This is an optimization exercise on Yosys and OpenROAD, whose aim is small area, a short achievable clock period and few clock cycles per item, not a production implementation. At most, simulation tests tie the RTL to the original design; equivalence was not proved. Only the layout flow was run in runs 2, 4, 5 and 8; the RTL was not checked for function there. Power and IR drop assume default switching activity.

File: flow/design.v
module simpledes_core (
    input  wire        clk,
    input  wire        rst,         
    input  wire [23:0] cmd,
    input  wire        cmd_valid,
    output wire        cmd_ready,
    output wire [11:0] dout,
    output wire [7:0]  status
);
    localparam [2:0] E_NONE    = 3'd0;
    localparam [2:0] E_ILLEGAL = 3'd1;
    localparam [2:0] E_RANGE   = 3'd2;
    localparam [2:0] E_NOKEY   = 3'd3;
    localparam [2:0] E_LOCKED  = 3'd4;
    function [7:0] expand;
        input [5:0] x;
        expand = {x[5], x[4], x[2], x[3], x[2], x[3], x[1], x[0]};
    endfunction
    localparam [15:0] S1B0 = 16'he155, S1B1 = 16'hac5a, S1B2 = 16'h6669;
    localparam [15:0] S2B0 = 16'h4b78, S2B1 = 16'h3ad4, S2B2 = 16'h991d;
    function [2:0] sbox1;
        input [3:0] a;
        sbox1 = {S1B2[a], S1B1[a], S1B0[a]};
    endfunction
    function [2:0] sbox2;
        input [3:0] a;
        sbox2 = {S2B2[a], S2B1[a], S2B0[a]};
    endfunction
    function [5:0] round_f;
        input [5:0] r;
        input [7:0] rk;
        reg   [7:0] x;
        begin
            x       = expand(r) ^ rk;
            round_f = {sbox1(x[7:4]), sbox2(x[3:0])};
        end
    endfunction
    function [5:0] sboxes;
        input [7:0] x;
        sboxes = {sbox1(x[7:4]), sbox2(x[3:0])};
    endfunction
    function [5:0] unexpand;
        input [7:0] x;
        input [7:0] k;
        unexpand = {x[7] ^ k[7], x[6] ^ k[6], x[4] ^ k[4], x[5] ^ k[5], x[1] ^ k[1], x[0] ^ k[0]};
    endfunction
    reg  [8:0]  key;
    reg         kv;
    reg         dv;
    reg  [2:0]  err;
    reg  [5:0]  hl;
    reg  [7:0]  hx;
    reg  [8:0]  rot;
    reg  [4:0]  cur;
    reg         busy;
    wire        down = !cur[4];          
    wire [3:0]  op   = cmd[23:20];
    wire [3:0]  sr   = cmd[19:16];
    wire [3:0]  er   = cmd[15:12];
    wire [11:0] data = cmd[11:0];
    wire fields_zero = (sr == 4'd0) && (er == 4'd0);
    wire is_ldkey = (op == 4'h1) && fields_zero;
    wire is_enc   = (op == 4'h2) && fields_zero;
    wire is_dec   = (op == 4'h3) && fields_zero;
    wire is_proc  = (op == 4'h4);
    wire illegal  = !(is_ldkey || is_enc || is_dec || is_proc);
    reg [2:0] fault;
    always @(*) begin
        if (illegal)
            fault = E_ILLEGAL;
        else if (is_ldkey)
            fault = (data[11:9] != 3'd0) ? E_RANGE : (kv ? E_LOCKED : E_NONE);
        else if (is_proc && (sr == 4'd0 || er == 4'd0))
            fault = E_RANGE;
        else if (!kv)
            fault = E_NOKEY;
        else
            fault = E_NONE;
    end
    wire issue = cmd_valid && !busy;
    wire [7:0] k1    = key[8:1];
    wire [7:0] k2    = key[7:0];
    wire [7:0] in_kf = op[0] ? k2 : k1;
    wire [7:0] in_kl = op[0] ? k1 : k2;
    wire [7:0] in_x  = expand(sboxes(expand(data[5:0]) ^ in_kf)) ^ (expand(data[11:6]) ^ in_kl);
    wire [8:0] rot_n = down ? {rot[0], rot[8:1]} : {rot[7:0], rot[8]};
    wire [5:0] s0    = sboxes(hx);
    wire [5:0] st_r  = hl ^ s0;                                   
    wire [5:0] st_l  = unexpand(hx, rot[8:1]);                    
    wire [7:0] st_x  = expand(s0) ^ (expand(hl) ^ rot_n[8:1]);   
    wire [3:0] idx = {sr[3], sr[2], sr[1] | (op[1] & ~op[0]), sr[0] | (op[1] & op[0])};
    wire [8:0] b0  = {key[0], key[8:1]};
    wire [8:0] b1  = idx[0] ? {b0[7:0], b0[8]}   : b0;
    wire [8:0] b2  = idx[1] ? {b1[6:0], b1[8:7]} : b1;
    wire [8:0] b3  = idx[2] ? {b2[4:0], b2[8:5]} : b2;
    wire [8:0] b4  = idx[3] ? {b3[0], b3[8:1]}   : b3;
    always @(posedge clk) begin
        if (rst) begin
            cur  <= 5'd0;
            busy <= 1'b0;
            kv   <= 1'b0;
            dv  <= 1'b0;
            err <= E_NONE;
        end else if (busy) begin
            hl  <= st_l;
            hx  <= st_x;
            rot <= rot_n;
            cur <= down ? cur - 5'd1 : cur + 5'd1;
            if (cur == 5'd1 || cur == 5'h1f) busy <= 1'b0;
        end else if (issue && err == E_NONE) begin
            if (fault != E_NONE) begin
                err <= fault;
            end else if (is_ldkey) begin
                key <= data[8:0];
                kv  <= 1'b1;
            end else begin
                dv  <= 1'b1;
                rot <= b4;
                if (is_proc) begin
                    hl  <= data[11:6];
                    hx  <= expand(data[5:0]) ^ b4[8:1];
                    cur  <= {1'b0, sr} - {1'b0, er};
                    busy <= (sr != er);
                end else begin
                    hl  <= data[5:0];
                    hx  <= in_x;
                end
            end
        end
    end
    assign cmd_ready = !busy;
    assign dout      = {st_r, st_l};
    assign status    = {3'b000, err, dv, kv};
endmodule
File: flow/flow/run.sh
#!/bin/bash
# Standard layout, with the port buffers made of a regular buffer cell instead of the
# delay cell buffer_ports picks by default.
set -euo pipefail
bash standard.sh "BUFFER_PORTS_ARGS=-buffer_cell sky130_fd_sc_hd__buf_2" finish > run_standard.log 2>&1
File: flow/standard.sh
#!/bin/bash
# synth_recipe.tcl (not shown) runs the flow's synth.tcl, then flattens the netlist and writes it again
# the make line also repeats each setting of config.mk as NAME=value (left out here)
make -C /OpenROAD-flow-scripts/flow DESIGN_CONFIG=/design/flow/config.mk WORK_HOME=/design/flow/orfs CLKGATE_MAP_FILE= SYNTH_SCRIPT=/design/flow/synth_recipe.tcl "${@:-finish}"
File: flow/config.mk
export PLATFORM = sky130hd
export DESIGN_NAME = simpledes_core
export DESIGN_NICKNAME = simpledes_core
export VERILOG_FILES = /design/flow/design.v
export SDC_FILE = /design/flow/constraint.sdc
export NUM_CORES = 4
export LEC_CHECK = 0
export CAP_MARGIN = 20
export CORE_MARGIN = 2
export CORE_UTILIZATION = 40
export SETUP_SLACK_MARGIN = 1.5
export SLEW_MARGIN = 20
File: flow/constraint.sdc
create_clock -name core_clock -period 4.5 [get_ports {clk}]
set_input_delay 0.9000 -clock core_clock [delete_from_list [all_inputs] [get_ports {clk}]]
set_output_delay 0.9000 -clock core_clock [all_outputs]
set_load 0.01 [all_outputs]
==> results.json, run 1 <==
{
  "path_buf_inv": 2,
  "route.detailed.drc": 0,
  "fin_skew_ps": 4.33,
  "ys_types": 54,
  "cts_buffer_depth": 2,
  "ys_ff_latch": 43,
  "drv_slew": 0,
  "initial_core_util_pct": 41.0,
  "cp-end-kind": "flip-flop",
  "grt_usage_pct": 18.8,
  "io_pins": 48,
  "synth_area_um2": 3990,
  "htree_num_levels": 2,
  "critPathKind": "in2reg",
  "synthArstFlopShare_pct": 0,
  "drt_iter0_markers": 202,
  "vias": 3144,
  "grt_pass1_wl_um": 16200,
  "grt_pass1_vias": 3045,
  "cts_sinks": 43,
  "clk_latency_ps": 310,
  "fin_nets": 504,
  "multi_input_area_um2": 2660,
  "cts_made_buffers": 5,
  "ir_drop_v": 0.000101,
  "diodes": 0,
  "yosys.area.top_type": "edfxtp_1",
  "yosys_most_used_dff": "edfxtp_1",
  "finalSetupViolCount": 0,
  "routed_via_density": 5.36,
  "path_common_cell": "mux2i_1",
  "tightest_slew_ps": 819,
  "place_congestion": 0.909,
  "rows": 36,
  "critPathTopFamily": "multiplexers",
  "syn_area_per_cell_um2": 9.69,
  "fp.coreArea_um2": 9730,
  "final_hold_viol_count": 0,
  "power.leakage_uw": 0.00184,
  "drive_gt1_share_pct": 23.1,
  "drv_cap": 0,
  "routed_wl_um": 9720,
  "worstPathCellList": "buf_6 > a21oi_4 > buf_12 > mux2i_1 > mux2i_1 > mux4_2 > xor2_1 > a32oi_1 > o211ai_1",
  "dr.pass1.iters": 4,
  "synth_area_leaders": "edfxtp_1, mux2i_1, xnor2_1, ha_1, mux4_2",
  "seqCellArea_um2": 1180,
  "final.min_clock_period_ps": 2910,
  "grt_max_degree": 38,
  "cp-start-kind": "input port",
  "outcome": "finished clean",
  "synth_edf_count": 32,
  "final_cells": 587,
  "die-area_um2": 10800,
  "layout_commonest_cell": "mux2i_1",
  "critPathSlowestCell": "mux4_2",
  "netlist_instances": 412,
  "mostFrequentLayoutCells": "mux2i_1, buf_2, nand2_1, edfxtp_1",
  "required_ps": 4540,
  "die_h_um": 104,
  "rsz0062_at_grt": "no",
  "yosys.area.top_type_share_pct": 24.1,
  "min_period_over_period_pct": 64.7,
  "worstPathMaxFanout": 23,
  "power_density_nw_per_um2": 202,
  "grt_antenna_before_repair": 0,
  "place_inst": 569,
  "wl_per_cell_um": 16.6,
  "fin_tns_setup_ps": 0,
  "area_delta_synth_final_pct": 14.7,
  "grt_overflow": 0,
  "fillers": 941,
  "slowest_delay_ps": 530,
  "io_buffers": 44,
  "cts_tree": "done",
  "cp.arrival_ps": 2950,
  "hold_class": "reg2reg",
  "detail-route-antenna-nets": 0,
  "max_freq_mhz": 343,
  "cts-root-buf": "clkbuf_8",
  "clk_pin_slew_ps": 90,
  "relSlewSlack_pct": 45.3,
  "ys_seq_area_share_pct": 29.6,
  "yosys_warnings": 1,
  "die_w_um": 104,
  "hpwl_um": 7410
}
-- cell type report --
type	count	area share (%)
clock inverters	2	0.273
multi-input cells	317	58.0
flip-flops and latches	43	25.8
inverters	30	2.46
well taps	133	3.63
repair buffers	56	8.28
clock buffers	6	1.58
-- metal layers --
metal	wire length (um)	up-vias	global-route usage, %	part of all wire, %
met4	108	0	4.63	1.1
met2	4600	83	30.8	47
li1	-	1546	-	-
met3	509	8	3.20	5.2
met5	0	-	0	0
met1	4500	1507	26.0	46
-- worst paths after layout --
path	start	end	slack, ps	cells after the start
setup / recovery	cmd[20]	hx[2]	1590	9
hold / removal	dv	dv	470	2
setup reg to reg	key[5]	hx[7]	1930	10
hold reg to reg	dv	dv	470	2
-- where the power goes --
part	internal (uW)	switching (uW)	total, uW
clock network	109	144	253
registers	432	0.648	433
logic	113	127	240
-- worst reg2reg max path, stage by stage (launching register included) --
cell and delay, ps:
edfxtp_1 460, nor2b_1 180, a21oi_1 210, xnor2_2 180
inv_1 100, ha_1 310, xor2_1 150, xnor2_1 190
xnor2_1 170, a21oi_1 120, a22o_1 230
-- logic make-up (layout without fill, tap and decap cells) --
| kind of cell | Yosys count | count (layout) | synth area share [%] |
|---|---|---|---|
| multiplexers | 66 | 66 | 20.6 |
| AO/OA/AOI/OAI | 68 | 69 | 10.8 |
| adder cells (fa/ha/maj) | 24 | 24 | 7.71 |
| buffers and inverters | 55 | 94 | 6.67 |
| AND/OR/NAND/NOR | 96 | 96 | 11.3 |
| flip-flops | 43 | 43 | 29.6 |
| XOR/XNOR | 59 | 59 | 13.3 |
| other | 1 | 3 | 0.0939 |
-- stage by stage --
stage	area (um^2)	total power, uW	utilization, %	hold WS [ps]	worst slack [ps]
CTS	4460	925	45.8	475	1500
floorplan	4050	619	-	426	1320
global placement	4290	664	44.1	473	939
global route	4580	978	47.1	500	1500
detailed placement	4290	669	44.1	461	846
finish	4580	926	47.1	475	1590
-- state kept, by name, indices dropped and copies added (netlist names) --
signal	count
rot	9
hl	6
key	9
busy	1
dv	1
kv	1
hx	8
err	3
cur	5
-- synthesized netlist by cell type, types with 4 or more instances --
cell type	n
a21oi_1	21
a31oi_1	9
buf_4	7
buf_6	4
clkbuf_1	8
dfxtp_1	11
edfxtp_1	32
ha_1	23
inv_1	26
mux2_2	6
mux2i_1	47
mux4_2	12
nand2_1	34
nor2_1	30
nor3_1	7
o21ai_0	12
xnor2_1	33
xor2_1	24
-- what timing repair did --
action / in CTS / in global routing
setup endpoints to repair: 43 / 40
hold buffers: 0 / 0
setup buffers: 2 / 7
pin swaps: 3 / 4
gates resized for setup: 5 / 5
cloned: 1 / 0
Testbench counts, summed over its fixed seeds: cycles 3,073, items 1,600.
==> inputs of run 2 (changes only) <==
--- a/flow/design.v
+++ b/flow/design.v
@@ -89,4 +89,7 @@
     wire [5:0] st_l  = unexpand(hx, rot[8:1]);                    
     wire [7:0] st_x  = expand(s0) ^ (expand(hl) ^ rot_n[8:1]);   
+    wire [8:0] rot_nn = down ? {rot[1:0], rot[8:2]} : {rot[6:0], rot[8:7]};
+    wire [7:0] st_x2  = expand(sboxes(st_x)) ^ (expand(st_l) ^ rot_nn[8:1]);
+    wire       one    = (cur == 5'd1) || (cur == 5'h1f);    
     wire [3:0] idx = {sr[3], sr[2], sr[1] | (op[1] & ~op[0]), sr[0] | (op[1] & op[0])};
     wire [8:0] b0  = {key[0], key[8:1]};
@@ -103,9 +106,15 @@
             err <= E_NONE;
         end else if (busy) begin
-            hl  <= st_l;
-            hx  <= st_x;
-            rot <= rot_n;
-            cur <= down ? cur - 5'd1 : cur + 5'd1;
-            if (cur == 5'd1 || cur == 5'h1f) busy <= 1'b0;
+            if (one) begin
+                hl  <= st_l;
+                hx  <= st_x;
+                rot <= rot_n;
+            end else begin
+                hl  <= st_r;
+                hx  <= st_x2;
+                rot <= rot_nn;
+            end
+            cur <= down ? cur - 5'd2 : cur + 5'd2;
+            if (one || cur == 5'd2 || cur == 5'h1e) busy <= 1'b0;
         end else if (issue && err == E_NONE) begin
             if (fault != E_NONE) begin
==> results.json, run 2 <==
{
  "fillers": 1144,
  "outcome": "finished clean",
  "yosys.area.top_type_share_pct": 19.3,
  "grt_max_degree": 39,
  "io_pins": 48,
  "synth_area_leaders": "edfxtp_1, mux2i_1, xnor2_1, mux4_2, ha_1",
  "min_period_over_period_pct": 68.3,
  "mostFrequentLayoutCells": "mux2i_1, buf_2, xnor2_1, nand2_1, edfxtp_1",
  "max_freq_mhz": 325,
  "grt_usage_pct": 20.9,
  "final_cells": 740,
  "synth_common_cells": "mux2i_1, xnor2_1, nand2_1",
  "layout_commonest_cell": "mux2i_1",
  "finalSetupViolCount": 0,
  "netlist_instances": 522,
  "grt_overflow": 0,
  "wl_per_cell_um": 18.4,
  "synth_edf_count": 32,
  "yosys_most_used_dff": "edfxtp_1",
  "cts-root-buf": "clkbuf_16",
  "p_sw_share_pct": 28.1,
  "tightest_slew_ps": 607,
  "grt.met3_usage_pct": 2.88,
  "initial_core_util_pct": 41.1,
  "synthArstFlopShare_pct": 0,
  "cp-end-kind": "flip-flop",
  "area_delta_synth_final_pct": 19.6,
  "ys_ff_latch": 43,
  "cts_buffer_depth": 2,
  "drt_iter0_markers": 250,
  "dr.pass1.iters": 5,
  "final.min_clock_period_ps": 3070,
  "p_seq_share_pct": 40.9,
  "power_density_nw_per_um2": 178,
  "cts_made_buffers": 5,
  "cts_sinks": 43,
  "grt_pass1_vias": 3917,
  "syn_area_per_cell_um2": 9.55,
  "rows": 40,
  "ys_seq_area_share_pct": 23.7,
  "htree_num_levels": 2,
  "diodes": 0,
  "grtUsageMet2_pct": 33.3,
  "place_congestion": 0.828,
  "fin_skew_ps": 3.60,
  "final_hold_viol_count": 0,
  "fin_nets": 627,
  "routed_wl_um": 13600,
  "detail-route-antenna-nets": 0,
  "clkPwrFrac_pct": 34.5,
  "combPwrFrac_pct": 24.6,
  "grt_antenna_before_repair": 0,
  "drv_cap": 0,
  "synth_most_common_cell": "mux2i_1",
  "drive_gt1_share_pct": 26.2,
  "critPathKind": "reg2reg",
  "place_inst": 710,
  "ir_drop_v": 0.000147,
  "synth_area_um2": 4980,
  "fin_tns_setup_ps": 0,
  "die_h_um": 116,
  "fp.coreArea_um2": 12100,
  "die_w_um": 116,
  "relSlewSlack_pct": 59.4,
  "worstPathMaxFanout": 7,
  "power.leakage_uw": 0.00235,
  "grt_pass1_wl_um": 21500,
  "r2r_setup_slack_ps": 1430,
  "seqCellArea_um2": 1180,
  "clk_latency_ps": 290,
  "top_regs": "key (9), rot (9), hx (8)",
  "routed_via_density": 5.57,
  "clk_pin_slew_ps": 60,
  "grt_use_met1_pct": 29.8,
  "required_ps": 4610,
  "postLayoutCoreUtil_pct": 49.2,
  "yosys_warnings": 1,
  "io_buffers": 44,
  "switching_power_uw": 298,
  "die-area_um2": 13400,
  "vias": 4122,
  "rsz0062_at_grt": "yes",
  "cp.arrival_ps": 3190,
  "busiest_layer": "met2",
  "drv_slew": 0,
  "hpwl_um": 9960,
  "hold_class": "reg2reg",
  "p_int_uw": 762,
  "cts_tree": "done",
  "route.detailed.drc": 0,
  "yosys.area.top_type": "edfxtp_1",
  "multi_input_area_um2": 3790,
  "cp-start-kind": "flip-flop",
  "ys_types": 65
}
## run 2: cell count changes after synthesis, moves of 5 or more
cell	delta
a211oi_1	+9
nor2b_1	+5
clkbuf_1	+8
ha_1	+5
mux2i_1	+22
a31oi_1	-6
xnor2_1	+16
inv_1	+6
a221o_1	+5
nand2b_1	+5
## run 2: metal layers
layer | share of wire, % | vias up
li1 | - | 1972
met2 | 47 | 127
met3 | 5.7 | 18
met1 | 45 | 2005
met4 | 2.0 | 0
met5 | 0 | -
## run 2: power groups by stage
stage | clock network [uW] | logic [uW] | registers [uW]
floorplan | 0 | 189 | 442
global placement | 0 | 239 | 442
detailed placement | 0 | 246 | 442
CTS | 374 | 251 | 433
global route | 391 | 282 | 433
finish | 366 | 261 | 433
## run 2: repair_timing
item / in CTS / in global routing
hold buffers: 0 / 0
setup endpoints to repair: 42 / 31
buffers inserted: 8 / 12
pin swaps: 7 / 8
gates resized for setup: 24 / 24
gates cloned: 1 / 1
## run 2: path summary, 6_finish.rpt
kind	start	endpoint	cells past startpoint
min reg2reg	dv	dv	2
max reg2reg	hx[1]	hx[0]	10
max	hx[1]	hx[0]	10
min	dv	dv	2
## run 2: cells by family (layout without fill, tap and decap cells)
kind of cell / count (synthesis) / count (layout) / share of synthesized area [%]
muxes: 92 / 92 / 22.9
AOI/OAI and AO/OA: 95 / 95 / 13.5
buffers and inverters: 67 / 114 / 5.82
adders and majority gates: 29 / 29 / 7.43
xor gates and xnor gates: 81 / 81 / 15.3
DFF: 43 / 43 / 23.7
other: 1 / 3 / 0.0752
and+or+nand+nor: 114 / 115 / 11.2
## run 2: area by class of cell
class | count | share of cell area, %
multi-input combinational | 415 | 63.7
sequential | 43 | 19.8
timing repair buffer | 71 | 8.46
tap | 168 | 3.53
clock buffer | 7 | 2.23
inverter | 35 | 2.20
clock inverter | 1 | 0.0840
## run 2: metrics by stage
stage          setup slack, ps  power (uW)  cell area [um^2]  hold slack [ps]
2_1_floorplan             1350         631              5050              438
3_3_place_gp               635         681              5340              452
3_5_place_dp               507         687              5340              465
4_1_cts                   1460        1060              5700              481
5_1_grt                   1310        1110              5960              507
6_report                  1430        1060              5960              467
## run 2: worst max-delay path, cell delays in order, from the launching register on
cell	delay [ps]
edfxtp_1	530
inv_2	140
ha_4	130
inv_2	30
mux4_2	520
xnor2_4	350
ha_1	200
inv_1	40
mux4_2	500
xnor2_2	180
a221oi_2	280
==> inputs of run 3 (changes only) <==
--- a/flow/design.v
+++ b/flow/design.v
@@ -89,7 +89,4 @@
     wire [5:0] st_l  = unexpand(hx, rot[8:1]);                    
     wire [7:0] st_x  = expand(s0) ^ (expand(hl) ^ rot_n[8:1]);   
-    wire [8:0] rot_nn = down ? {rot[1:0], rot[8:2]} : {rot[6:0], rot[8:7]};
-    wire [7:0] st_x2  = expand(sboxes(st_x)) ^ (expand(st_l) ^ rot_nn[8:1]);
-    wire       one    = (cur == 5'd1) || (cur == 5'h1f);    
     wire [3:0] idx = {sr[3], sr[2], sr[1] | (op[1] & ~op[0]), sr[0] | (op[1] & op[0])};
     wire [8:0] b0  = {key[0], key[8:1]};
@@ -98,23 +95,13 @@
     wire [8:0] b3  = idx[2] ? {b2[4:0], b2[8:5]} : b2;
     wire [8:0] b4  = idx[3] ? {b3[0], b3[8:1]}   : b3;
+    wire go_c = issue && (err == E_NONE) && (fault == E_NONE) && !is_ldkey;
     always @(posedge clk) begin
         if (rst) begin
-            cur  <= 5'd0;
             busy <= 1'b0;
             kv   <= 1'b0;
-            dv  <= 1'b0;
-            err <= E_NONE;
+            dv   <= 1'b0;
+            err  <= E_NONE;
         end else if (busy) begin
-            if (one) begin
-                hl  <= st_l;
-                hx  <= st_x;
-                rot <= rot_n;
-            end else begin
-                hl  <= st_r;
-                hx  <= st_x2;
-                rot <= rot_nn;
-            end
-            cur <= down ? cur - 5'd2 : cur + 5'd2;
-            if (one || cur == 5'd2 || cur == 5'h1e) busy <= 1'b0;
+            if (cur == 5'd1 || cur == 5'h1f) busy <= 1'b0;
         end else if (issue && err == E_NONE) begin
             if (fault != E_NONE) begin
@@ -124,18 +111,20 @@
                 kv  <= 1'b1;
             end else begin
-                dv  <= 1'b1;
-                rot <= b4;
-                if (is_proc) begin
-                    hl  <= data[11:6];
-                    hx  <= expand(data[5:0]) ^ b4[8:1];
-                    cur  <= {1'b0, sr} - {1'b0, er};
-                    busy <= (sr != er);
-                end else begin
-                    hl  <= data[5:0];
-                    hx  <= in_x;
-                end
+                dv <= 1'b1;
+                if (is_proc) busy <= (sr != er);
             end
         end
     end
+    wire       ld   = !busy && go_c;
+    wire       hold = !busy && !go_c;
+    wire [5:0] ld_l = is_proc ? data[11:6] : data[5:0];
+    wire [7:0] ld_x = is_proc ? expand(data[5:0]) ^ b4[8:1] : in_x;
+    always @(posedge clk) begin
+        hl  <= ({6{busy}} & st_l)  | ({6{ld}} & ld_l) | ({6{hold}} & hl);
+        hx  <= ({8{busy}} & st_x)  | ({8{ld}} & ld_x) | ({8{hold}} & hx);
+        rot <= ({9{busy}} & rot_n) | ({9{ld}} & b4)   | ({9{hold}} & rot);
+    end
+    always @(posedge clk)
+        cur <= busy ? (down ? cur - 5'd1 : cur + 5'd1) : {1'b0, sr} - {1'b0, er};
     assign cmd_ready = !busy;
     assign dout      = {st_r, st_l};
==> flow/flow/run.sh (replaced) <==
#!/bin/bash
# Standard layout, with the port buffers made of a regular buffer cell instead of the
# delay cell buffer_ports picks by default.
set -euo pipefail
bash standard.sh "BUFFER_PORTS_ARGS=-buffer_cell sky130_fd_sc_hd__buf_1" finish > run_standard.log 2>&1
==> results.json, run 3 <==
{
  "outcome": "finished clean",
  "p_seq_share_pct": 45.1,
  "relSlewSlack_pct": 51.8,
  "grt_max_degree": 37,
  "clkPwrFrac_pct": 30.2,
  "yosys.area.top_type_share_pct": 17.4,
  "cp-end-kind": "output pin",
  "ys_seq_area_share_pct": 24.3,
  "max_freq_mhz": 348,
  "required_ps": 3600,
  "fin_nets": 526,
  "synthArstFlopShare_pct": 0,
  "final.min_clock_period_ps": 2870,
  "synth_area_leaders": "dfxtp_1, mux2i_1, edfxtp_1, ha_1, xor2_1",
  "die-area_um2": 10600,
  "finalSetupViolCount": 0,
  "fin_skew_ps": 13.8,
  "yosys.area.top_type": "dfxtp_1",
  "place_congestion": 0.824,
  "rsz0062_at_grt": "no",
  "min_period_over_period_pct": 63.8,
  "switching_power_uw": 316,
  "wl_per_cell_um": 17.2,
  "cts_buffer_depth": 2,
  "power_density_nw_per_um2": 217,
  "ys_types": 60,
  "routed_via_density": 5.55,
  "final_cells": 612,
  "yosys_warnings": 1,
  "combPwrFrac_pct": 24.7,
  "synth_area_um2": 3920,
  "top_regs": "key (9), rot (9), hx (8)",
  "grt_antenna_before_repair": 0,
  "p_sw_share_pct": 34.2,
  "syn_area_per_cell_um2": 8.68,
  "grt_pass1_vias": 3100,
  "route.detailed.drc": 0,
  "dr.pass1.iters": 5,
  "grt_usage_pct": 20.4,
  "fillers": 1006,
  "drv_slew": 0,
  "grt_overflow": 0,
  "place_inst": 603,
  "synth_edf_count": 9,
  "tightest_slew_ps": 723,
  "htree_num_levels": 2,
  "dpl_worst_slack_ps": 839,
  "worstPathMaxFanout": 7,
  "routed_wl_um": 10500,
  "vias": 3396,
  "die_h_um": 103,
  "mostFrequentLayoutCells": "buf_1, nand2_1, dfxtp_1, mux2i_1",
  "worstPathCellList": "inv_1 > ha_1 > mux4_2 > xnor2_1 > buf_1",
  "power.leakage_uw": 0.00176,
  "grt_pass1_wl_um": 16600,
  "fin_tns_setup_ps": 0,
  "hold_class": "reg2reg",
  "detail-route-antenna-nets": 0,
  "yosys_most_used_dff": "dfxtp_1",
  "power_uw": 923,
  "die_w_um": 103,
  "drt_iter0_markers": 180,
  "clk_latency_ps": 320,
  "initial_core_util_pct": 40.6,
  "synth_most_common_cell": "nand2_1",
  "p_int_uw": 607,
  "netlist_instances": 451,
  "layout_commonest_cell": "buf_1",
  "ys_ff_latch": 43,
  "cts_tree": "done",
  "cp-start-kind": "flip-flop",
  "ir_drop_v": 0.000106,
  "critPathSlowestCell": "dfxtp_1",
  "drive_gt1_share_pct": 8.98,
  "cp.arrival_ps": 1970,
  "area_delta_synth_final_pct": 8.34,
  "final_hold_viol_count": 0,
  "drv_cap": 0,
  "io_buffers": 44,
  "slowest_delay_ps": 470,
  "critPathKind": "reg2out",
  "cts_sinks": 43,
  "clk_pin_slew_ps": 100,
  "cts-root-buf": "clkbuf_8",
  "rows": 36,
  "fp.coreArea_um2": 9640,
  "io_pins": 48,
  "synth_common_cells": "nand2_1, dfxtp_1, mux2i_1",
  "diodes": 0,
  "worst_slack_ps": 1630,
  "hpwl_um": 8010,
  "cts_made_buffers": 5
}
run 3: cell type report:
class	count	area [um^2]	share of cell area, %
Tap cell	133	166	3.92
Timing Repair Buffer	48	213	5.01
Inverter	24	90.1	2.12
Sequential cell	43	951	22.4
Clock buffer	5	68.8	1.62
Clock inverter	3	22.5	0.531
Multi-Input combinational cell	356	2730	64.4
run 3: per-layer routing:
metal | GRT usage (%) | wire length [um]
met1 | 28.9 | 4970
met2 | 33.4 | 4990
met3 | 2.37 | 435
met4 | 4.86 | 128
met5 | 0 | 0
run 3: worst max-delay path, delay by kind of cell, from the launching register on:
kind	cells	cell delay, ps
xor gates and xnor gates	1	260
adders and majority gates	1	190
buffers and inverters	2	290
DFF	1	470
muxes	1	460
run 3: worst paths after layout:
| path | endpoint | slack (ps) | cells after the start | start |
|---|---|---|---|---|
| worst min register to register | dv | 500 | 2 | dv |
| worst max register to register | hx[5] | 2020 | 7 | busy |
| worst max-delay path | dout[7] | 1630 | 5 | hx[1] |
| worst min-delay path | dv | 500 | 2 | dv |
run 3: power groups by stage:
| stage | Sequential [uW] | Clock (uW) | Combinational, uW |
|---|---|---|---|
| after floorplan | 418 | 0 | 177 |
| after global placement | 425 | 0 | 221 |
| after detailed placement | 425 | 0 | 224 |
| after CTS | 416 | 281 | 226 |
| after global routing | 419 | 296 | 254 |
| final | 416 | 278 | 228 |
run 3: through the flow:
stage,instance area [um^2],hold slack [ps],utilization (%)
floorplan,3930,442,-
global placement,4110,472,42.7
detailed placement,4110,481,42.7
CTS,4210,504,43.7
global route,4240,525,44.0
finish,4240,504,44.0
run 3: cell families (layout without fill, tap and decap cells):
logic type               count (synthesis)  in the layout  share of synthesized area, %
AND/OR/NAND/NOR                        118            118                          16.1
other                                    1              3                        0.0958
buffers and inverters                   54             80                          6.58
flip-flops                              43             43                          24.3
multiplexers                            39             39                          11.1
adder cells (fa/ha/maj)                 21             21                          6.90
AO/OA/AOI/OAI                          121            121                          22.2
XOR/XNOR                                54             54                          12.7
run 3: what timing repair did:
action / CTS / global route
gates cloned: 0 / 0
hold buffers: 0 / 0
buffers inserted: 0 / 1
endpoints found under the setup margin: 19 / 17
resized for setup: 5 / 5
pin swaps: 1 / 0
Testbench counts of run 3, summed over its fixed seeds: cycles 3,073, items 1,600.
==> inputs of run 4 (changes only) <==
--- a/flow/design.v
+++ b/flow/design.v
@@ -108,5 +108,4 @@
                 err <= fault;
             end else if (is_ldkey) begin
-                key <= data[8:0];
                 kv  <= 1'b1;
             end else begin
@@ -126,4 +125,6 @@
     end
     always @(posedge clk)
+        if (!kv) key <= data[8:0];
+    always @(posedge clk)
         cur <= busy ? (down ? cur - 5'd1 : cur + 5'd1) : {1'b0, sr} - {1'b0, er};
     assign cmd_ready = !busy;
--- a/flow/config.mk
+++ b/flow/config.mk
@@ -9,4 +9,4 @@
 export CORE_MARGIN = 2
 export CORE_UTILIZATION = 40
-export SETUP_SLACK_MARGIN = 1.5
+export SETUP_SLACK_MARGIN = 1.8
 export SLEW_MARGIN = 20
==> results.json, run 4 <==
{
  "worst_slack_ps": 1600,
  "synth-xor-area-share_pct": 14.0,
  "regToRegStartpoint": "kv",
  "grt_antenna_before_repair": 0,
  "fillers": 789,
  "synth_top_family_by_area": "multiplexers",
  "cts_sinks": 43,
  "cp-startpoint": "cmd[17]",
  "final_cells": 571,
  "place_inst": 530,
  "fin_nets": 507,
  "cp.depth": 9,
  "die_w_um": 101,
  "synth_area_leaders": "dfxtp_1, mux2i_1, xor2_1, edfxtp_1, xnor2_1",
  "yosys_warnings": 1,
  "place_area_um2": 3980,
  "cts_buffer_depth": 2,
  "critPathKind": "in2reg",
  "r2r_cells": 7,
  "area_delta_synth_final_pct": 27.0,
  "cp-start-kind": "input port",
  "detail-route-antenna-nets": 0,
  "synth-simple-area-share_pct": 11.6,
  "grt_overflow": 0,
  "synth-compound-area-share_pct": 13.0,
  "drt_iter0_markers": 205,
  "critical_path.endpoint": "hx[4]",
  "yosys.area.top_type": "dfxtp_1",
  "synth_most_common_cell": "mux2i_1",
  "outcome": "finished clean",
  "fin_skew_ps": 9.14,
  "drv_cap": 0,
  "dr.pass1.iters": 4,
  "mostFrequentLayoutCells": "mux2i_1, buf_1, xor2_1, dfxtp_1",
  "hpwl_um": 7270,
  "grt_pass1_vias": 3162,
  "die_h_um": 101,
  "drv_slew": 0,
  "power.leakage_uw": 0.00198,
  "vias": 3273,
  "cp-end-kind": "flip-flop",
  "muxShareOfSynthArea_pct": 22.6,
  "grt_pass1_wl_um": 16800,
  "ys_types": 58,
  "cts-root-buf": "clkbuf_8",
  "r2r-end": "hx[4]",
  "tightest_slew_ps": 711,
  "syn_area_per_cell_um2": 9.54,
  "fin_tns_setup_ps": 0,
  "place_congestion": 0.934,
  "final.min_clock_period_ps": 2900,
  "ys_seq_area_share_pct": 25.4,
  "dpl_worst_slack_ps": 840,
  "yosys.area.top_type_share_pct": 18.2,
  "worstPathCellList": "buf_8 > or4_4 > buf_4 > o41ai_4 > a221oi_4 > buf_6 > nor2_4 > a22oi_2 > o311ai_1",
  "diodes": 0,
  "htree_num_levels": 2,
  "synthArstFlopShare_pct": 0,
  "routed_wl_um": 10600,
  "die-area_um2": 10200,
  "layout_commonest_cell": "mux2i_1",
  "ys_ff_latch": 43,
  "finish.instance_area_um2": 4760,
  "min_period_over_period_pct": 64.4,
  "cts_made_buffers": 5,
  "route.detailed.drc": 0,
  "cts_tree": "done",
  "routed_via_density": 5.73,
  "relSlewSlack_pct": 52.5,
  "path_buf_inv": 3,
  "clk_pin_slew_ps": 90,
  "synth_area_um2": 3750,
  "rsz0062_at_grt": "yes",
  "fp.coreArea_um2": 9150,
  "yosys_most_used_dff": "dfxtp_1",
  "finalSetupViolCount": 0,
  "critPathTopFamily": "compound AO/OA/AOI/OAI gates",
  "top_regs": "key (9), rot (9), hx (8)",
  "netlist_instances": 393,
  "hold_class": "reg2reg",
  "grt_usage_pct": 21.2,
  "critPathSlowestCell": "o41ai_4",
  "required_ps": 4700,
  "grt_max_degree": 30,
  "ir_drop_v": 0.000123,
  "wl_per_cell_um": 18.6,
  "postLayoutCoreUtil_pct": 52.0,
  "slowest_delay_ps": 620,
  "r2r_setup_slack_ps": 2120,
  "io_buffers": 44,
  "synth_edf_count": 9,
  "worstPathMaxFanout": 5,
  "power_density_nw_per_um2": 294,
  "max_freq_mhz": 345,
  "cp.arrival_ps": 3090,
  "synth_common_cells": "mux2i_1, dfxtp_1, xor2_1",
  "final_hold_viol_count": 0,
  "io_pins": 48,
  "clk_latency_ps": 300,
  "synthAdderAreaFrac_pct": 7.21,
  "rows": 35,
  "drive_gt1_share_pct": 25.9,
  "initial_core_util_pct": 41.0
}
run 4: cell types whose count changed after synthesis, sizes merged, moves of 5 or more:
| cell | previous run | this run |
|---|---|---|
| nand2 | 39 | 27 |
| a21oi | 27 | 15 |
| xor2 | 26 | 31 |
| o21ai | 21 | 6 |
| and3 | 5 | 10 |
| mux4 | 3 | 10 |
| a22oi | 19 | 6 |
| a32oi | 6 | 0 |
| nor2 | 27 | 18 |
| nor3 | 8 | 3 |
| buf | 21 | 16 |
| nor2b | 15 | 2 |
| mux2i | 30 | 53 |
run 4: worst reg2reg max path: stages, from the launching register on:
cell and delay [ps]:
dfxtp_1 500, inv_1 280, or3_1 530, a221oi_4 360, buf_6 190, nor2_4 80, a22oi_2 190, o311ai_1 130
run 4: logic make-up (layout without fill, tap and decap cells):
family | after synthesis | count (layout)
other | 1 | 3
XOR/XNOR | 60 | 60
buffers and inverters | 50 | 111
AND/OR/NAND/NOR | 82 | 83
multiplexers | 71 | 71
adder cells (fa/ha/maj) | 21 | 21
AO/OA/AOI/OAI | 65 | 68
flip-flops | 43 | 43
run 4: cell type report:
class | count | area [um^2] | share of cell area, %
Multi-Input combinational cell | 306 | 2940 | 61.7
Tap cell | 111 | 139 | 2.92
Clock buffer | 6 | 82.6 | 1.73
Timing Repair Buffer | 78 | 513 | 10.8
Inverter | 25 | 93.8 | 1.97
Sequential cell | 43 | 960 | 20.1
Clock inverter | 2 | 35.0 | 0.735
run 4: timing repair:
item | CTS | global route
buffers inserted | 23 | 5
hold buffers | 0 | 0
pin swaps | 21 | 20
cloned | 5 | 0
endpoints found under the setup margin | 27 | 32
gates resized for setup | 58 | 28
run 4: report_power, final:
| group | switching [uW] | internal (uW) | leakage, uW |
|---|---|---|---|
| combinational | 295 | 284 | 0.00154 |
| sequential | 59.1 | 434 | 0.000376 |
| clock | 146 | 180 | 0.0000612 |
run 4: worst min path at each step:
stage | slack, ps | from | cells past startpoint | to
6_report | 500 | rot[7] | 2 | rot[7]
5_1_grt | 530 | dv | 2 | dv
4_1_cts | 500 | rot[7] | 2 | rot[7]
3_5_place_dp | 490 | rot[7] | 2 | rot[7]
3_3_place_gp | 470 | rot[7] | 2 | rot[7]
2_1_floorplan | 440 | dv | 2 | dv
run 4: per-layer routing:
layer  routed length (um)  GRT usage, %  vias up
met1                 4800          28.8     1610
met3                  483          3.26       13
met2                 5140          34.8       92
met5                    0             0        -
li1                     -             -     1558
met4                  163          5.90        0
run 4: through the flow:
stage / hold slack, ps / power [uW]
3_5_place_dp: 486 / 994
6_report: 498 / 1400
5_1_grt: 529 / 1480
4_1_cts: 500 / 1360
3_3_place_gp: 472 / 986
2_1_floorplan: 442 / 867
==> inputs of run 5 (changes only) <==
--- a/flow/config.mk
+++ b/flow/config.mk
@@ -9,4 +9,4 @@
 export CORE_MARGIN = 2
 export CORE_UTILIZATION = 40
-export SETUP_SLACK_MARGIN = 1.8
+export SETUP_SLACK_MARGIN = 2.1
 export SLEW_MARGIN = 20
==> results.json, run 5 <==
{
  "drive_gt1_share_pct": 33.3,
  "cts_made_buffers": 5,
  "place_area_um2": 3990,
  "r2r_cells": 7,
  "io_pins": 48,
  "hold_buffers": 0,
  "fin_tns_setup_ps": 0,
  "cts_sinks": 43,
  "rsz0062_at_grt": "yes",
  "finish.instance_area_um2": 4960,
  "synth_common_cells": "mux2i_1, dfxtp_1, xor2_1",
  "place_congestion": 0.908,
  "r2r_setup_slack_ps": 2130,
  "die_w_um": 101,
  "worstPathCellList": "buf_12 > or4_4 > nor4_4 > buf_4 > o21ai_4 > a221oi_2 > buf_6 > nor2_4 > a22oi_2 > o211ai_1",
  "critPathTopFamily": "simple AND/OR/NAND/NOR gates",
  "critPathSlowestCell": "or4_4",
  "area_delta_synth_final_pct": 32.3,
  "synthArstFlopShare_pct": 0,
  "min_delay_path_depth": 2,
  "initial_core_util_pct": 41.0,
  "finalSetupViolCount": 0,
  "drt_iter0_markers": 186,
  "busiest_layer": "met2",
  "vias": 3325,
  "min_to": "rot[7]",
  "ys_seq_area_share_pct": 25.4,
  "yosys_most_used_dff": "dfxtp_1",
  "synth_area_leaders": "dfxtp_1, mux2i_1, xor2_1, edfxtp_1, xnor2_1",
  "ys_types": 58,
  "synth_area_um2": 3750,
  "fp.coreArea_um2": 9150,
  "fin_nets": 517,
  "final.min_clock_period_ps": 2820,
  "relSlewSlack_pct": 52.6,
  "layout_commonest_cell": "mux2i_1",
  "netlist_instances": 393,
  "routed_wl_um": 10800,
  "power.leakage_uw": 0.00206,
  "grt_antenna_before_repair": 0,
  "regToRegStartpoint": "kv",
  "final_hold_viol_count": 0,
  "cts_tree": "done",
  "r2r-end": "hx[5]",
  "htree_num_levels": 2,
  "timing.hold.ws_ps": 505,
  "max_freq_mhz": 355,
  "yosys_warnings": 1,
  "top_regs": "key (9), rot (9), hx (8)",
  "path_buf_inv": 3,
  "mostFrequentLayoutCells": "mux2i_1, buf_1, buf_4, xor2_1, dfxtp_1",
  "ys_ff_latch": 43,
  "required_ps": 4670,
  "cp-startpoint": "cmd[18]",
  "grt.met3_usage_pct": 3.81,
  "grt_pass1_vias": 3216,
  "cts-root-buf": "clkbuf_8",
  "grt_usage_pct": 21.4,
  "die-area_um2": 10200,
  "wl_per_cell_um": 18.5,
  "yosys.area.top_type_share_pct": 18.2,
  "detail-route-antenna-nets": 0,
  "syn_area_per_cell_um2": 9.54,
  "worstPathMaxFanout": 5,
  "cp-end-kind": "flip-flop",
  "hold_class": "reg2reg",
  "route.detailed.drc": 0,
  "routed_via_density": 5.73,
  "grt_use_met1_pct": 27.4,
  "critPathKind": "in2reg",
  "grtUsageMet2_pct": 37.1,
  "yosys.area.top_type": "dfxtp_1",
  "tightest_slew_ps": 710,
  "cp.arrival_ps": 2990,
  "clk_latency_ps": 300,
  "ir_drop_v": 0.000152,
  "fin_skew_ps": 6.98,
  "dr.pass1.iters": 5,
  "clk_pin_slew_ps": 80,
  "outcome": "finished clean",
  "die_h_um": 101,
  "io_buffers": 44,
  "worstHoldStart": "rot[7]",
  "cp-start-kind": "input port",
  "synth_most_common_cell": "mux2i_1",
  "drv_cap": 0,
  "grt_max_degree": 38,
  "slowest_delay_ps": 600,
  "power_density_nw_per_um2": 292,
  "rows": 35,
  "synth_edf_count": 9,
  "cts_buffer_depth": 2,
  "diodes": 0,
  "fillers": 782,
  "grt_overflow": 0,
  "grt_pass1_wl_um": 16900,
  "drv_slew": 0,
  "hpwl_um": 7260,
  "min_period_over_period_pct": 62.7
}
-- run 5: cell counts after synthesis --
Identical to the previous run, type by type.
-- run 5: worst reg2reg max path: stages, from the launching register on --
cell	delay, ps
dfxtp_1	540
inv_1	310
or3_1	510
a221oi_2	330
buf_6	170
nor2_4	60
a22oi_2	200
o211ai_1	120
-- run 5: cell families (layout without fill, tap and decap cells) --
family	Yosys count	count (layout)	synth area share [%]
xor gates and xnor gates	60	60	14.0
and+or+nand+nor	82	83	11.6
muxes	71	71	22.6
buffers and inverters	50	120	6.07
DFF	43	43	25.4
other	1	3	0.100
AOI/OAI and AO/OA	65	68	13.0
adders and majority gates	21	21	7.21
-- run 5: power breakdown --
part | total [uW] | switching, uW | internal (uW)
sequential | 497 | 62.5 | 435
combinational | 673 | 324 | 349
clock | 280 | 139 | 141
-- run 5: worst max path at each step --
stage | end | slack, ps | depth (start not counted)
after detailed placement | hx[7] | 870 | 7
after global placement | rot[2] | 870 | 8
final | hx[5] | 1680 | 10
after CTS | rot[2] | 1710 | 7
after floorplan | rot[2] | 1630 | 7
after global routing | hx[5] | 1640 | 9
-- run 5: area by class of cell --
class / count / area (um^2) / share of cell area [%]
inverter: 25 / 101 / 2.04
timing repair buffer: 88 / 621 / 12.5
multi-input combinational: 306 / 3040 / 61.2
sequential: 43 / 967 / 19.5
tap: 111 / 139 / 2.80
clock buffer: 7 / 97.6 / 1.97
-- run 5: metrics by stage --
stage          total power [uW]  setup WS [ps]  util (%)  std cells
6_report                   1450           1680      54.2        580
5_1_grt                    1530           1640      54.2        580
4_1_cts                    1370           1710      50.7        564
3_5_place_dp                997            870      43.6        531
3_3_place_gp                986            866      43.6        531
2_1_floorplan               867           1630         -        395
-- run 5: layer usage --
layer / part of all wire [%] / wire length (um)
met2: 50 / 5350
met4: 1.4 / 150
met3: 5.7 / 616
met1: 43 / 4640
met5: 0 / 0
-- run 5: repair_timing --
| item | 4_1_cts | 5_1_grt |
|---|---|---|
| pin swaps | 22 | 17 |
| setup endpoints to repair | 32 | 32 |
| gates resized for setup | 71 | 48 |
| buffers inserted | 21 | 16 |
| cloned | 5 | 0 |
==> inputs of run 6 (changes only) <==
--- a/flow/design.v
+++ b/flow/design.v
@@ -108,4 +108,5 @@
                 err <= fault;
             end else if (is_ldkey) begin
+                key <= data[8:0];
                 kv  <= 1'b1;
             end else begin
@@ -125,6 +126,4 @@
     end
     always @(posedge clk)
-        if (!kv) key <= data[8:0];
-    always @(posedge clk)
         cur <= busy ? (down ? cur - 5'd1 : cur + 5'd1) : {1'b0, sr} - {1'b0, er};
     assign cmd_ready = !busy;
--- a/flow/config.mk
+++ b/flow/config.mk
@@ -9,4 +9,4 @@
 export CORE_MARGIN = 2
 export CORE_UTILIZATION = 40
-export SETUP_SLACK_MARGIN = 2.1
+export SETUP_SLACK_MARGIN = 1.65
 export SLEW_MARGIN = 20
==> results.json, run 6 <==
{
  "final_cells": 614,
  "min_period_over_period_pct": 60.6,
  "synth_common_cells": "nand2_1, dfxtp_1, mux2i_1",
  "fp.coreArea_um2": 9640,
  "worstPathCellList": "inv_1 > ha_1 > inv_1 > mux4_2 > xnor2_2 > clkbuf_2",
  "synth_edf_count": 9,
  "io_buffers": 44,
  "yosys_warnings": 1,
  "cts-root-buf": "clkbuf_8",
  "routed_via_density": 5.56,
  "required_ps": 3600,
  "cts_buffer_depth": 2,
  "rows": 36,
  "grt_overflow": 0,
  "worst_slack_ps": 1770,
  "dr.max_layer_used": "met4",
  "fillers": 988,
  "vias": 3415,
  "grt_pass1_wl_um": 16600,
  "slowest_delay_ps": 480,
  "rsz0062_at_grt": "no",
  "dr_wl_met3_um": 578,
  "grt_max_degree": 37,
  "mostFrequentLayoutCells": "buf_1, nand2_1, dfxtp_1, mux2i_1, a21oi_1",
  "die_h_um": 103,
  "hold_buffers": 0,
  "routed_wl_um": 10700,
  "syn_area_per_cell_um2": 8.68,
  "clk_latency_ps": 310,
  "cp.arrival_ps": 1830,
  "cp-end-kind": "output pin",
  "tightest_slew_ps": 727,
  "final.min_clock_period_ps": 2730,
  "timing.hold.ws_ps": 500,
  "drt_iter0_markers": 182,
  "fin_nets": 528,
  "synthArstFlopShare_pct": 0,
  "place_congestion": 0.824,
  "hold_class": "reg2reg",
  "power.leakage_uw": 0.00179,
  "finalSetupViolCount": 0,
  "yosys.area.top_type": "dfxtp_1",
  "initial_core_util_pct": 40.6,
  "ys_types": 60,
  "max_freq_mhz": 367,
  "relSlewSlack_pct": 51.5,
  "place_inst": 603,
  "top_regs": "key (9), rot (9), hx (8)",
  "drive_gt1_share_pct": 11.4,
  "die-area_um2": 10600,
  "power_uw": 927,
  "cp-start-kind": "flip-flop",
  "route.detailed.drc": 0,
  "area_delta_synth_final_pct": 10.4,
  "drv_slew": 0,
  "cts_made_buffers": 5,
  "die_w_um": 103,
  "wl_per_cell_um": 17.4,
  "synth_area_leaders": "dfxtp_1, mux2i_1, edfxtp_1, ha_1, xor2_1",
  "met1_length_um": 4870,
  "ys_seq_area_share_pct": 24.3,
  "grt_pass1_vias": 3117,
  "diodes": 0,
  "met2_length_um": 5030,
  "layout_commonest_cell": "buf_1",
  "dr.pass1.iters": 4,
  "critPathTopFamily": "multiplexers",
  "drv_cap": 0,
  "fin_tns_setup_ps": 0,
  "ys_ff_latch": 43,
  "final_hold_viol_count": 0,
  "synth_most_common_cell": "nand2_1",
  "path_buf_inv": 3,
  "yosys_most_used_dff": "dfxtp_1",
  "io_pins": 48,
  "grt_antenna_before_repair": 0,
  "dpl_worst_slack_ps": 839,
  "cts_sinks": 43,
  "grt_usage_pct": 20.5,
  "fin_skew_ps": 13.7,
  "path_common_cell": "inv_1",
  "critPathSlowestCell": "mux4_2",
  "detail-route-antenna-nets": 0,
  "htree_num_levels": 2,
  "ir_drop_v": 0.000105,
  "netlist_instances": 451,
  "hpwl_um": 8010,
  "outcome": "finished clean",
  "worstPathMaxFanout": 6,
  "synth_area_um2": 3920,
  "power_density_nw_per_um2": 214,
  "critPathKind": "reg2out",
  "yosys.area.top_type_share_pct": 17.4,
  "cts_tree": "done",
  "clk_pin_slew_ps": 110
}
## run 6: metal layers
metal  global-route usage, %  up-vias
li1                        -     1694
met1                    28.9     1607
met2                    33.3       99
met3                    2.37       15
met4                    5.16        0
met5                       0        -
## run 6: metrics by stage
step / utilization (%) / area, um^2
final: 44.8 / 4320
after detailed placement: 42.7 / 4110
after global routing: 44.8 / 4320
after CTS: 44.1 / 4250
after global placement: 42.7 / 4110
after floorplan: - / 3930
## run 6: kinds of logic (layout without fill, tap and decap cells)
logic type	Yosys count	in the layout	synth area share, %
AOI/OAI and AO/OA	121	121	22.2
DFF	43	43	24.3
xor gates and xnor gates	54	54	12.7
buffers and inverters	54	82	6.58
and+or+nand+nor	118	118	16.1
adders and majority gates	21	21	6.90
other	1	3	0.0958
muxes	39	39	11.1
## run 6: layout make-up
type / instances / area (um^2) / area share, %
clock buffers: 5 / 68.8 / 1.59
well taps: 133 / 166 / 3.85
multi-input cells: 356 / 2790 / 64.5
clock inverters: 3 / 22.5 / 0.521
inverters: 24 / 90.1 / 2.08
flip-flops and latches: 43 / 953 / 22.1
repair buffers: 50 / 233 / 5.38
## run 6: path summary, 6_finish.rpt
kind | slack [ps] | depth (start not counted) | end | from
worst max-delay path | 1770 | 6 | dout[7] | hx[0]
worst max register to register | 2000 | 7 | hx[5] | busy
worst min register to register | 500 | 2 | dv | dv
worst min-delay path | 500 | 2 | dv | dv
## run 6: worst reg2reg max path: stages (launching register included)
cell,delay [ps]
dfxtp_1,310
buf_4,240
inv_1,490
and3_1,330
o21ai_4,110
or2_4,390
a22o_1,270
a211o_1,260
## run 6: repair_timing
action,in CTS,in global routing
resized for setup,9,14
buffers inserted,1,2
setup endpoints to repair,28,27
pin swaps,1,2
## run 6: report_power, final
part	switching, uW	leakage, uW	total, uW	internal (uW)
logic	137	0.00139	233	96.3
clock network	165	0.0000451	277	112
registers	15.2	0.000356	416	401
Testbench counts of run 6, summed over its fixed seeds: cycles 3,073, items 1,600.
==> inputs of run 7 (changes only) <==
--- a/flow/config.mk
+++ b/flow/config.mk
@@ -9,4 +9,4 @@
 export CORE_MARGIN = 2
 export CORE_UTILIZATION = 40
-export SETUP_SLACK_MARGIN = 1.65
+export SETUP_SLACK_MARGIN = 1.8
 export SLEW_MARGIN = 20
==> results.json, run 7 <==
{
  "outcome": "finished clean",
  "yosys.area.top_type": "dfxtp_1",
  "ir_drop_v": 0.000117,
  "fin_skew_ps": 12.9,
  "relSlewSlack_pct": 51.6,
  "mostFrequentLayoutCells": "nand2_1, buf_1, dfxtp_1, mux2i_1, nor2_1",
  "grt_pass1_wl_um": 16300,
  "hold_class": "reg2reg",
  "drv_cap": 0,
  "area_delta_synth_final_pct": 15.5,
  "power_density_nw_per_um2": 204,
  "ys_types": 60,
  "clk_pin_slew_ps": 90,
  "hold_buffers": 0,
  "critPathKind": "reg2out",
  "required_ps": 3600,
  "synth_area_leaders": "dfxtp_1, mux2i_1, edfxtp_1, ha_1, xor2_1",
  "cts_tree": "done",
  "min_period_over_period_pct": 58.3,
  "p_sw_share_pct": 33.4,
  "clkPwrFrac_pct": 28.3,
  "fin_tns_setup_ps": 0,
  "layout_commonest_cell": "nand2_1",
  "cp.arrival_ps": 1720,
  "max_freq_mhz": 381,
  "regToRegStartpoint": "key[6]",
  "p_seq_share_pct": 45.1,
  "yosys_most_used_dff": "dfxtp_1",
  "drt_iter0_markers": 197,
  "htree_num_levels": 2,
  "die_w_um": 103,
  "power.leakage_uw": 0.00184,
  "grt_max_degree": 36,
  "synth_area_um2": 3920,
  "worstHoldStart": "dv",
  "drive_gt1_share_pct": 17.9,
  "yosys_warnings": 1,
  "yosys.area.top_type_share_pct": 17.4,
  "die-area_um2": 10600,
  "io_buffers": 44,
  "r2r-end": "hx[4]",
  "wl_per_cell_um": 16.6,
  "dr.pass1.iters": 5,
  "cts_made_buffers": 5,
  "final_hold_viol_count": 0,
  "min_delay_path_depth": 2,
  "r2r_setup_slack_ps": 2130,
  "top_regs": "key (9), rot (9), hx (8)",
  "cts_buffer_depth": 2,
  "detail-route-antenna-nets": 0,
  "worstPathMaxFanout": 7,
  "switching_power_uw": 307,
  "cp-start-kind": "flip-flop",
  "synthArstFlopShare_pct": 0,
  "worst_slack_ps": 1880,
  "diodes": 0,
  "initial_core_util_pct": 40.6,
  "place_congestion": 0.848,
  "netlist_instances": 451,
  "drv_slew": 0,
  "min_to": "dv",
  "die_h_um": 103,
  "final.min_clock_period_ps": 2620,
  "clk_latency_ps": 300,
  "cts-root-buf": "clkbuf_8",
  "route.detailed.drc": 0,
  "dpl_worst_slack_ps": 796,
  "rows": 36,
  "vias": 3469,
  "tightest_slew_ps": 725,
  "rsz0062_at_grt": "no",
  "p_int_uw": 613,
  "r2r_cells": 10,
  "grt_overflow": 0,
  "cts_sinks": 43,
  "synth_edf_count": 9,
  "combPwrFrac_pct": 26.6,
  "synth_common_cells": "nand2_1, dfxtp_1, mux2i_1",
  "cp-end-kind": "output pin",
  "routed_via_density": 5.60,
  "grt_pass1_vias": 3122,
  "finalSetupViolCount": 0,
  "io_pins": 48,
  "hpwl_um": 7790,
  "ys_seq_area_share_pct": 24.3,
  "synth_most_common_cell": "nand2_1",
  "fin_nets": 533,
  "fp.coreArea_um2": 9640,
  "ys_ff_latch": 43,
  "grt_usage_pct": 19.6,
  "grt_antenna_before_repair": 0,
  "syn_area_per_cell_um2": 8.68,
  "routed_wl_um": 10300
}
[run 7: changes by cell type in the layout (fill, tap and decap cells not counted), moves of 4 or more]
| cell | previous run | this run |
|---|---|---|
| buf_1 | 41 | 37 |
| a32oi_1 | 4 | 0 |
| buf_4 | 5 | 10 |
| a32oi_2 | 2 | 6 |
[run 7: area by class of cell]
| class | instances | area [um^2] |
|---|---|---|
| Clock inverter | 2 | 11.3 |
| Clock buffer | 6 | 72.6 |
| Timing Repair Buffer | 55 | 284 |
| Sequential cell | 43 | 962 |
| Fill cell | 979 | 5120 |
| Multi-Input combinational cell | 356 | 2940 |
| Tap cell | 133 | 166 |
| Inverter | 24 | 90.1 |
[run 7: cell families after synthesis]
logic type               after synthesis  synth area share (%)
AO/OA/AOI/OAI                        121                  22.2
AND/OR/NAND/NOR                      118                  16.1
XOR/XNOR                              54                  12.7
buffers and inverters                 54                  6.58
flip-flops                            43                  24.3
multiplexers                          39                  11.1
adder cells (fa/ha/maj)               21                  6.90
other                                  1                0.0958
[run 7: worst max path at each step]
stage                  from       to  slack, ps  cells past startpoint
floorplan           cmd[20]    hx[4]       1700                     12
global placement    cmd[20]    hx[1]        860                      7
detailed placement  cmd[20]    hx[1]        800                      7
CTS                 cmd[13]    hx[4]       1800                      8
global route          hx[1]  dout[7]       1790                      5
finish                hx[1]  dout[7]       1880                      5
[run 7: through the flow]
stage	hold WS (ps)	util, %	power [uW]	instances	area [um^2]
floorplan	442	-	596	453	3960
global placement	474	42.8	644	603	4130
detailed placement	481	42.8	650	603	4130
CTS	503	44.5	911	613	4290
global route	539	46.9	974	619	4520
finish	507	46.9	920	619	4520
[run 7: layer usage]
layer,wire length (um),global-route usage [%],vias to the layer above
met3,450,2.51,13
li1,-,-,1698
met5,0,0,-
met1,4780,28.3,1669
met2,4890,30.7,89
met4,159,5.67,0
[run 7: worst max-delay path, stage by stage (launching register included)]
cell and delay [ps]:
dfxtp_4 390, inv_1 60, ha_1 170, mux4_2 480, xnor2_2 180, buf_2 150
[run 7: power groups by stage]
stage / registers, uW / clock network [uW] / logic, uW
6_report: 415 / 260 / 245
5_1_grt: 418 / 285 / 271
4_1_cts: 416 / 267 / 228
3_5_place_dp: 425 / 0 / 224
3_3_place_gp: 425 / 0 / 219
2_1_floorplan: 418 / 0 / 179
[run 7: repair_timing]
action,4_1_cts,5_1_grt
setup buffers,2,6
cloned,0,0
pin swaps,1,5
setup endpoints to repair,38,31
resized for setup,19,37
==> inputs of run 8 (changes only) <==
--- a/flow/design.v
+++ b/flow/design.v
@@ -83,7 +83,10 @@
     wire [7:0] in_kf = op[0] ? k2 : k1;
     wire [7:0] in_kl = op[0] ? k1 : k2;
-    wire [7:0] in_x  = expand(sboxes(expand(data[5:0]) ^ in_kf)) ^ (expand(data[11:6]) ^ in_kl);
+    wire [5:0] in_s;
+    sdes_sboxes u_in_s (.x(expand(data[5:0]) ^ in_kf), .y(in_s));
+    wire [7:0] in_x  = expand(in_s) ^ (expand(data[11:6]) ^ in_kl);
     wire [8:0] rot_n = down ? {rot[0], rot[8:1]} : {rot[7:0], rot[8]};
-    wire [5:0] s0    = sboxes(hx);
+    wire [5:0] s0;
+    sdes_sboxes u_st_s (.x(hx), .y(s0));
     wire [5:0] st_r  = hl ^ s0;                                   
     wire [5:0] st_l  = unexpand(hx, rot[8:1]);                    
@@ -95,5 +98,7 @@
     wire [8:0] b3  = idx[2] ? {b2[4:0], b2[8:5]} : b2;
     wire [8:0] b4  = idx[3] ? {b3[0], b3[8:1]}   : b3;
-    wire go_c = issue && (err == E_NONE) && (fault == E_NONE) && !is_ldkey;
+    wire go_c;
+    sdes_go u_go (.cmd(cmd[23:12]), .cmd_valid(cmd_valid), .ok(!busy && kv && (err == E_NONE)),
+                  .go(go_c));
     always @(posedge clk) begin
         if (rst) begin
@@ -131,2 +136,22 @@
     assign status    = {3'b000, err, dv, kv};
 endmodule
+module sdes_sboxes (
+    input  wire [7:0] x,
+    output wire [5:0] y
+);
+    localparam [15:0] S1B0 = 16'he155, S1B1 = 16'hac5a, S1B2 = 16'h6669;
+    localparam [15:0] S2B0 = 16'h4b78, S2B1 = 16'h3ad4, S2B2 = 16'h991d;
+    assign y = {S1B2[x[7:4]], S1B1[x[7:4]], S1B0[x[7:4]], S2B2[x[3:0]], S2B1[x[3:0]], S2B0[x[3:0]]};
+endmodule
+module sdes_go (
+    input  wire [11:0] cmd,          
+    input  wire        cmd_valid,
+    input  wire        ok,
+    output wire        go
+);
+    wire [3:0] op = cmd[11:8];
+    wire       zs = (cmd[7:4] == 4'd0);
+    wire       ze = (cmd[3:0] == 4'd0);
+    assign go = cmd_valid && ok &&
+                (((op[3:1] == 3'b001) && zs && ze) || ((op == 4'h4) && !zs && !ze));
+endmodule
--- a/flow/config.mk
+++ b/flow/config.mk
@@ -11,2 +11,3 @@
 export SETUP_SLACK_MARGIN = 1.8
 export SLEW_MARGIN = 20
+export SYNTH_HIERARCHICAL = 1
==> results.json, run 8 <==
{
  "outcome": "finished clean",
  "drv_cap": 0,
  "power_density_nw_per_um2": 342,
  "fin_tns_setup_ps": 0,
  "detail-route-antenna-nets": 0,
  "finalSetupViolCount": 0,
  "tightest_slew_ps": 759,
  "vias": 3257,
  "cp.arrival_ps": 2930,
  "rows": 35,
  "yosys_warnings": 7,
  "mostFrequentLayoutCells": "mux2i_1, buf_1, dfxtp_1, inv_1, a21oi_1",
  "required_ps": 4680,
  "syn_area_per_cell_um2": 8.90,
  "netlist_instances": 437,
  "grt_max_degree": 40,
  "wl_per_cell_um": 16.3,
  "routed_wl_um": 10100,
  "hold_class": "reg2reg",
  "drt_iter0_markers": 126,
  "grt_antenna_before_repair": 0,
  "route.detailed.drc": 0,
  "diodes": 0,
  "fillers": 839,
  "die_w_um": 103,
  "cp-end-kind": "flip-flop",
  "place_congestion": 0.902,
  "worst_slack_ps": 1750,
  "critPathKind": "in2reg",
  "power_uw": 1680,
  "synthArstFlopShare_pct": 0,
  "drive_gt1_share_pct": 26.1,
  "final_hold_viol_count": 0,
  "die-area_um2": 10500,
  "cts_sinks": 43,
  "area_delta_synth_final_pct": 25.9,
  "initial_core_util_pct": 41.7,
  "grt_usage_pct": 19.0,
  "yosys.area.top_type_share_pct": 17.5,
  "ys_seq_area_share_pct": 24.4,
  "grt_pass1_wl_um": 15800,
  "synth_area_leaders": "dfxtp_1, mux2i_1, ha_1, edfxtp_1, xnor2_1",
  "drv_slew": 0,
  "relSlewSlack_pct": 49.4,
  "fin_nets": 544,
  "top_regs": "key (9), rot (9), hx (8)",
  "min_period_over_period_pct": 61.0,
  "cp-start-kind": "input port",
  "dr.pass1.iters": 4,
  "die_h_um": 103,
  "yosys.area.top_type": "dfxtp_1",
  "postLayoutCoreUtil_pct": 52.5,
  "cts_buffer_depth": 2,
  "max_freq_mhz": 364,
  "dpl_worst_slack_ps": 790,
  "multi_input_area_um2": 3020,
  "yosys_most_used_dff": "dfxtp_1",
  "grt_pass1_vias": 3070,
  "synth_area_um2": 3890,
  "cts-root-buf": "clkbuf_8",
  "htree_num_levels": 2,
  "io_pins": 48,
  "routed_via_density": 5.26,
  "synth_edf_count": 9,
  "ys_ff_latch": 43,
  "worstPathMaxFanout": 5,
  "power.leakage_uw": 0.00195,
  "hold_buffers": 0,
  "io_buffers": 44,
  "synth_common_cells": "inv_1, mux2i_1, a21oi_1, dfxtp_1, xnor2_1",
  "seqCellArea_um2": 965,
  "layout_commonest_cell": "mux2i_1",
  "cts_made_buffers": 5,
  "grt_overflow": 0,
  "fp.coreArea_um2": 9330,
  "hpwl_um": 7230,
  "rsz0062_at_grt": "yes",
  "fin_skew_ps": 11.2,
  "ir_drop_v": 0.000187,
  "ys_types": 51,
  "final.min_clock_period_ps": 2750,
  "clk_latency_ps": 310,
  "clk_pin_slew_ps": 100,
  "cts_tree": "done"
}
[run 8: cell types whose count changed after synthesis, moves of 6 or more]
cell / previous run / this run
a211oi_1: 1 / 11
a21oi_1: 26 / 34
a221o_1: 10 / 0
a22oi_1: 19 / 0
a32oi_1: 6 / 0
clkbuf_1: 9 / 15
ha_1: 20 / 27
inv_1: 24 / 35
mux2_2: 6 / 0
nand2_1: 39 / 26
nor2_1: 25 / 19
[run 8: final timing paths]
kind,from,endpoint,slack (ps),cells after the start
min,dv,dv,460,2
max reg2reg,key[5],hx[2],1980,14
min reg2reg,dv,dv,460,2
max,cmd[20],hx[0],1750,14
[run 8: layout make-up]
type,count,area share (%)
multi-input combinational,330,61.6
timing repair buffer,73,10.3
inverter,36,2.86
tap,129,3.30
clock inverter,2,0.281
clock buffer,6,1.92
sequential,43,19.7
[run 8: logic make-up (layout without fill, tap and decap cells)]
group / after synthesis / in the layout / synth area share [%]
DFF: 43 / 43 / 24.4
AOI/OAI and AO/OA: 102 / 102 / 16.1
and+or+nand+nor: 91 / 91 / 12.5
xor gates and xnor gates: 55 / 55 / 12.4
buffers and inverters: 66 / 117 / 7.24
other: 1 / 3 / 0.0964
muxes: 51 / 51 / 18.1
adders and majority gates: 28 / 28 / 9.20
[run 8: through the flow]
stage               hold slack, ps  cell area, um^2  std cells
global route                   519             4900        619
CTS                            456             4640        611
finish                         458             4900        619
global placement               434             4200        587
floorplan                      426             4020        439
detailed placement             441             4200        587
[run 8: worst max-delay path: stages]
cell	delay (ps)
buf_16	120
buf_8	130
nor2b_4	130
a21oi_4	60
xnor2_4	240
buf_6	140
ha_4	120
inv_1	40
mux4_2	470
xnor2_2	150
xnor2_1	160
o22ai_1	80
nand2_1	90
o221ai_2	100
[run 8: repair_timing]
action / CTS / global route
gates cloned: 0 / 2
buffers inserted: 16 / 6
setup endpoints to repair: 36 / 33
gates resized for setup: 52 / 39
pin swaps: 9 / 18
[run 8: Yosys stat by module, one instance, submodules excluded]
module | cell area (um^2) | copies in the design
sdes_go | 61.3 | 1
simpledes_core | 3250 | 1
sdes_sboxes | 292 | 2
[run 8: per-layer routing]
layer  track usage, %  vias to the layer above  wire [um]
met3             2.71                        7        335
met4             3.38                        0         85
met1             27.2                     1567       4750
met5                0                        -          0
met2             31.1                       55       4930
li1                 -                     1628          -
[run 8: report_power, final]
group          switching, uW  internal, uW  leakage [uW]
clock network            152           143     0.0000563
logic                    417           433       0.00153
registers               78.9           452      0.000366

## what the ideal ports hide
In the flow no input, the clock included, has a driving cell. The finished layouts below were timed again as built, in two steps. Step 1, drivers: a clkbuf_16 drives clk and a buf_2 each remaining input, both assumed. Step 2 moves the port delays by t, midway between the first and last clock arrival at a register: inputs arrive t later, outputs are due t later. That takes back most of the time a late clock gives input paths. Three values: no drivers, after step 1, after step 2; two values: the first two.
run	t, ns	slack for setup (ns)	pins driven straight from the clock port
run 1	0.339	1.588 / 1.588 / 1.249	1
run 2	0.330	1.426 / 1.414 / 1.174	1
run 3	0.341	1.629 / 1.596 / 1.362	1
run 4	0.331	1.603 / 1.590 / 1.259	1
run 5	0.332	1.680 / 1.663 / 1.331	1
run 6	0.341	1.773 / 1.740 / 1.442	1
run 7	0.333	1.877 / 1.843 / 1.551	1
run 8	0.331	1.753 / 1.652 / 1.321	1
After both steps setup and hold are still met in every run listed. The setup slack of run 8, which loses most, moves by -0.101 ns with the drivers and by -0.432 ns with both steps.
